Context: an optimization exercise on an open-source flow, tuned for small area, a short achievable clock period and few clock cycles per item. The choices shown serve that exercise and are no tape-out recipe. In this exercise RTL edits were held to simulation tests only and were not proved equivalent to the original. No activity file was given, so power comes from the tool's default toggle rates.

==> module sd_matcher, before the edit <==
module sd_matcher (
    input  wire        clk,
    input  wire        rst,
    input  wire [16:0] tap0,
    input  wire [16:0] tap1,
    input  wire [63:0] chips_in,
    input  wire        start,
    input  wire        zap,         
    output reg         busy,
    output reg  [63:0] chips,
    output reg         found,
    output reg         poly,
    output reg  [3:0]  offset,
    output reg  [5:0]  window,
    output reg  [2:0]  thr,
    output reg  [5:0]  dist0,
    output reg  [5:0]  dist1
);
    reg        pass2;
    reg        run1;        
    reg [5:0]  tau;         
    reg        act;         
    reg [16:0] l0, l1, z0, z1;
    reg        s2v;         
    reg        g0, g1;      
    reg [7:0]  e0, e1;
    reg [2:0]  d0 [0:8];
    reg [2:0]  d1 [0:8];
    reg [2:0]  rq;          
    function [2:0] hq;      
        input [2:0] q;
        begin
            case (q)
                3'd0:    hq = 3'd4;
                3'd1:    hq = 3'd3;
                3'd2:    hq = 3'd2;
                default: hq = 3'd1;
            endcase
        end
    endfunction
    function [5:0] endq;    
        input [2:0] q;
        begin
            case (q)
                3'd0:    endq = 6'd47;
                3'd1:    endq = 6'd38;
                3'd2:    endq = 6'd29;
                3'd3:    endq = 6'd20;
                default: endq = 6'd11;
            endcase
        end
    endfunction
    reg  [3:0] so;                                
    wire [5:0] send = endq(rq);                   
    wire y0 = ^(l0 & tap0);
    wire y1 = ^(l1 & tap1);
    reg [8:0] x0, x1;
    integer o, m;
    always @(*) begin
        for (o = 0; o < 9; o = o + 1) begin
            x0[o] = g0;
            x1[o] = g1;
            for (m = 0; m < o; m = m + 1) begin
                x0[o] = x0[o] ^ (e0[m] & z0[m+1]);
                x1[o] = x1[o] ^ (e1[m] & z1[m+1]);
            end
        end
    end
    wire sx0 = x0[so];
    wire sx1 = x1[so];
    reg  sb0, sb1;
    reg       chk;
    reg [2:0] grp;
    reg [2:0] grp_n;
    reg       chk_n;
    always @(*) begin
        chk_n = 1'b1;
        case (tau)
            6'd47:   grp_n = 3'd0;
            6'd38:   grp_n = 3'd1;
            6'd29:   grp_n = 3'd2;
            6'd20:   grp_n = 3'd3;
            6'd11:   grp_n = 3'd4;
            default: begin grp_n = 3'd4; chk_n = 1'b0; end
        endcase
    end
    wire [2:0] h = hq(grp);
    reg [8:0] mt;
    always @(*) begin
        for (o = 0; o < 9; o = o + 1)
            mt[o] = (d0[o] != d1[o]) &&
                    (((d0[o] < d1[o]) ? d0[o] : d1[o]) <= h) &&
                    (grp != 3'd4 || o < 2);
    end
    reg [8:0] mtr, hpr;
    reg       chk2;
    reg [2:0] grp2;
    always @(posedge clk) begin
        for (o = 0; o < 9; o = o + 1) begin
            mtr[o] <= mt[o];
            hpr[o] <= (d1[o] < d0[o]);
        end
        grp2 <= grp;
    end
    reg       hit, hp;
    reg [3:0] ho;
    always @(*) begin
        hit = 1'b0; ho = 4'd1; hp = 1'b0;
        for (o = 8; o >= 0; o = o - 1)
            if (mtr[o]) begin
                hit = 1'b1; ho = o; hp = hpr[o];
            end
    end
    reg  fin, fin0;         
    wire done2 = s2v && pass2 && tau == send;
    reg  done3;             
    wire ld    = start || fin;
    always @(posedge clk) begin
        if (rst || zap) begin
            busy <= 1'b0;
            run1 <= 1'b0;
            s2v  <= 1'b0;
            chk  <= 1'b0;
            chk2 <= 1'b0;
            fin0 <= 1'b0;
            fin  <= 1'b0;
            done3 <= 1'b0;
        end else if (start) begin
            busy  <= 1'b1;
            pass2 <= 1'b0;
            run1  <= 1'b1;
            s2v   <= 1'b0;
            chk   <= 1'b0;
            chk2  <= 1'b0;
            fin0  <= 1'b0;
            fin   <= 1'b0;
            done3 <= 1'b0;
        end else begin
            chk  <= !pass2 && s2v && chk_n;
            chk2 <= chk;
            fin0 <= !pass2 && s2v && tau == 6'd47;
            fin  <= fin0;
            done3 <= done2;
            if (done3) busy <= 1'b0;
            if (fin) begin
                pass2 <= 1'b1;
                run1  <= 1'b1;
            end else if (run1 && tau == 6'd46) begin
                run1 <= 1'b0;
            end
            s2v <= run1;
            if (done2) begin
                run1 <= 1'b0;
                s2v  <= 1'b0;
            end
        end
    end
    always @(posedge clk) begin
        if (ld) begin
            tau <= 6'd0;
            act <= start ? chips_in[46] : chips[46];
            l0  <= start ? chips_in[63:47] : chips[63:47];
            l1  <= start ? chips_in[63:47] : chips[63:47];
            z0  <= 17'd1;
            z1  <= 17'd1;
        end else if (run1) begin
            tau <= tau + 6'd1;
            act <= chips[6'd45 - tau];
            l0  <= {l0[15:0], y0};
            l1  <= {l1[15:0], y1};
            z0  <= {z0[15:0], ^(z0 & tap0)};
            z1  <= {z1[15:0], ^(z1 & tap1)};
        end
        g0 <= y0 ^ act;
        g1 <= y1 ^ act;
    end
    always @(posedge clk) begin
        grp <= grp_n;
        if (start) begin
            for (o = 0; o < 9; o = o + 1) begin
                d0[o] <= 3'd0;
                d1[o] <= 3'd0;
            end
        end else if (s2v) begin
            for (o = 0; o < 9; o = o + 1) begin
                if (tau > o) begin
                    if (d0[o] != 3'd7) d0[o] <= d0[o] + {2'd0, x0[o]};
                    if (d1[o] != 3'd7) d1[o] <= d1[o] + {2'd0, x1[o]};
                end
                if (o < 8 && tau == o + 1) begin
                    e0[o] <= x0[o];
                    e1[o] <= x1[o];
                end
            end
        end
        sb0 <= !zap && s2v && pass2 && tau > {2'd0, so} && sx0;
        sb1 <= !zap && s2v && pass2 && tau > {2'd0, so} && sx1;
        if (zap || fin) begin
            dist0 <= 6'd0;
            dist1 <= 6'd0;
        end else begin
            dist0 <= dist0 + {5'd0, sb0};
            dist1 <= dist1 + {5'd0, sb1};
        end
    end
    always @(posedge clk) begin
        if (zap || (chk2 && !hit && grp2 == 3'd4)) begin
            found  <= 1'b0;
            poly   <= 1'b0;
            offset <= 4'd2;
            rq     <= 3'd4;
            so     <= 4'd1;
            thr    <= 3'd1;
            window <= 6'd9;
        end else if (chk2 && hit) begin
            found  <= 1'b1;
            poly   <= hp;
            offset <= ho;
            rq     <= grp2;
            so     <= ho;
            thr    <= hq(grp2);
            window <= endq(grp2) - {2'd0, ho};
        end
        if (zap || start) chips <= chips_in;
    end
endmodule
clock: 10.0 ns
lec_check: 0
cap_margin: 20
core_margin: 2
core_utilization: 60
setup_slack_margin: 5
slew_margin: 20
run.sh (not shown) runs the stock make flow with config.mk's settings and CLKGATE_MAP_FILE= SYNTH_SCRIPT=/design/flow/synth_recipe.tcl, a recipe that flattens the netlist after the stock synthesis.
Testbench counts at the start, summed over its fixed seeds: cycles 13,478, items 96.
Change:
--- a/flow/design.v
+++ b/flow/design.v
@@ -353,11 +353,11 @@
                 3'd3:    endq = 6'd20;
                 default: endq = 6'd11;
             endcase
         end
     endfunction
-    reg  [3:0] so;                                
+    wire [3:0] so   = found ? offset : 4'd1;      
     wire [5:0] send = endq(rq);                   
     wire y0 = ^(l0 & tap0);
     wire y1 = ^(l1 & tap1);
     reg [8:0] x0, x1;
     integer o, m;
@@ -512,22 +512,20 @@
         if (zap || (chk2 && !hit && grp2 == 3'd4)) begin
             found  <= 1'b0;
             poly   <= 1'b0;
             offset <= 4'd2;
             rq     <= 3'd4;
-            so     <= 4'd1;
             thr    <= 3'd1;
-            window <= 6'd9;
         end else if (chk2 && hit) begin
             found  <= 1'b1;
             poly   <= hp;
             offset <= ho;
             rq     <= grp2;
-            so     <= ho;
             thr    <= hq(grp2);
-            window <= endq(grp2) - {2'd0, ho};
         end
+        if (zap)        window <= 6'd9;
+        else if (pass2) window <= found ? send - {2'd0, offset} : 6'd9;
         if (zap || start) chips <= chips_in;
     end
 endmodule
 module sweep_decoder (
     input  wire        clk,
The changed run completed without violations.
Via count barely changes.
Setup slack improves by 0.96 ns.
Register-to-register slack is better by 1.2 ns.
Final cell count drops by 0.57%.
Design area rises by 0.37%.
Global-route usage came out higher by 0.19 points.
Count of clock-buffer cells in the layout decreases by 12.
Total power hardly moves.
Utilization increases by 1.3 points.
Worst hold slack degrades by 0.035 ns.
Testbench counts after the change, summed over its fixed seeds: cycles 13,478, items 96.

separate check: timing with driven ports:
The flow's constraints put no driver on any port. The routed layouts listed below were extracted and timed again, unchanged, in two steps.
Step 1: set_driving_cell puts a clkbuf_16 on clk and a buf_2 on each other input, an assumption about the parent block.
Step 2 adds t to the input delays and takes it off the output delays; t is the mean of the earliest and latest rising clock arrival at the registers after step 1. Input paths then give back, and output paths get back, about the clock's delay inside the block.
a / b / c = ideal / step 1 / step 2; a / b = the first two.
run	t (ns)	setup slack, ns	hold slack, ns
the first run	0.654	5.236 / 5.236 / 5.236	0.414 / 0.414 / 0.414
the second run	0.654	6.191 / 6.134 / 5.818	0.379 / 0.379 / 0.379
After both steps every run listed still meets setup and hold. The setup slack of the second run, which loses most, moves by -0.057 ns with the drivers and by -0.373 ns with both steps.
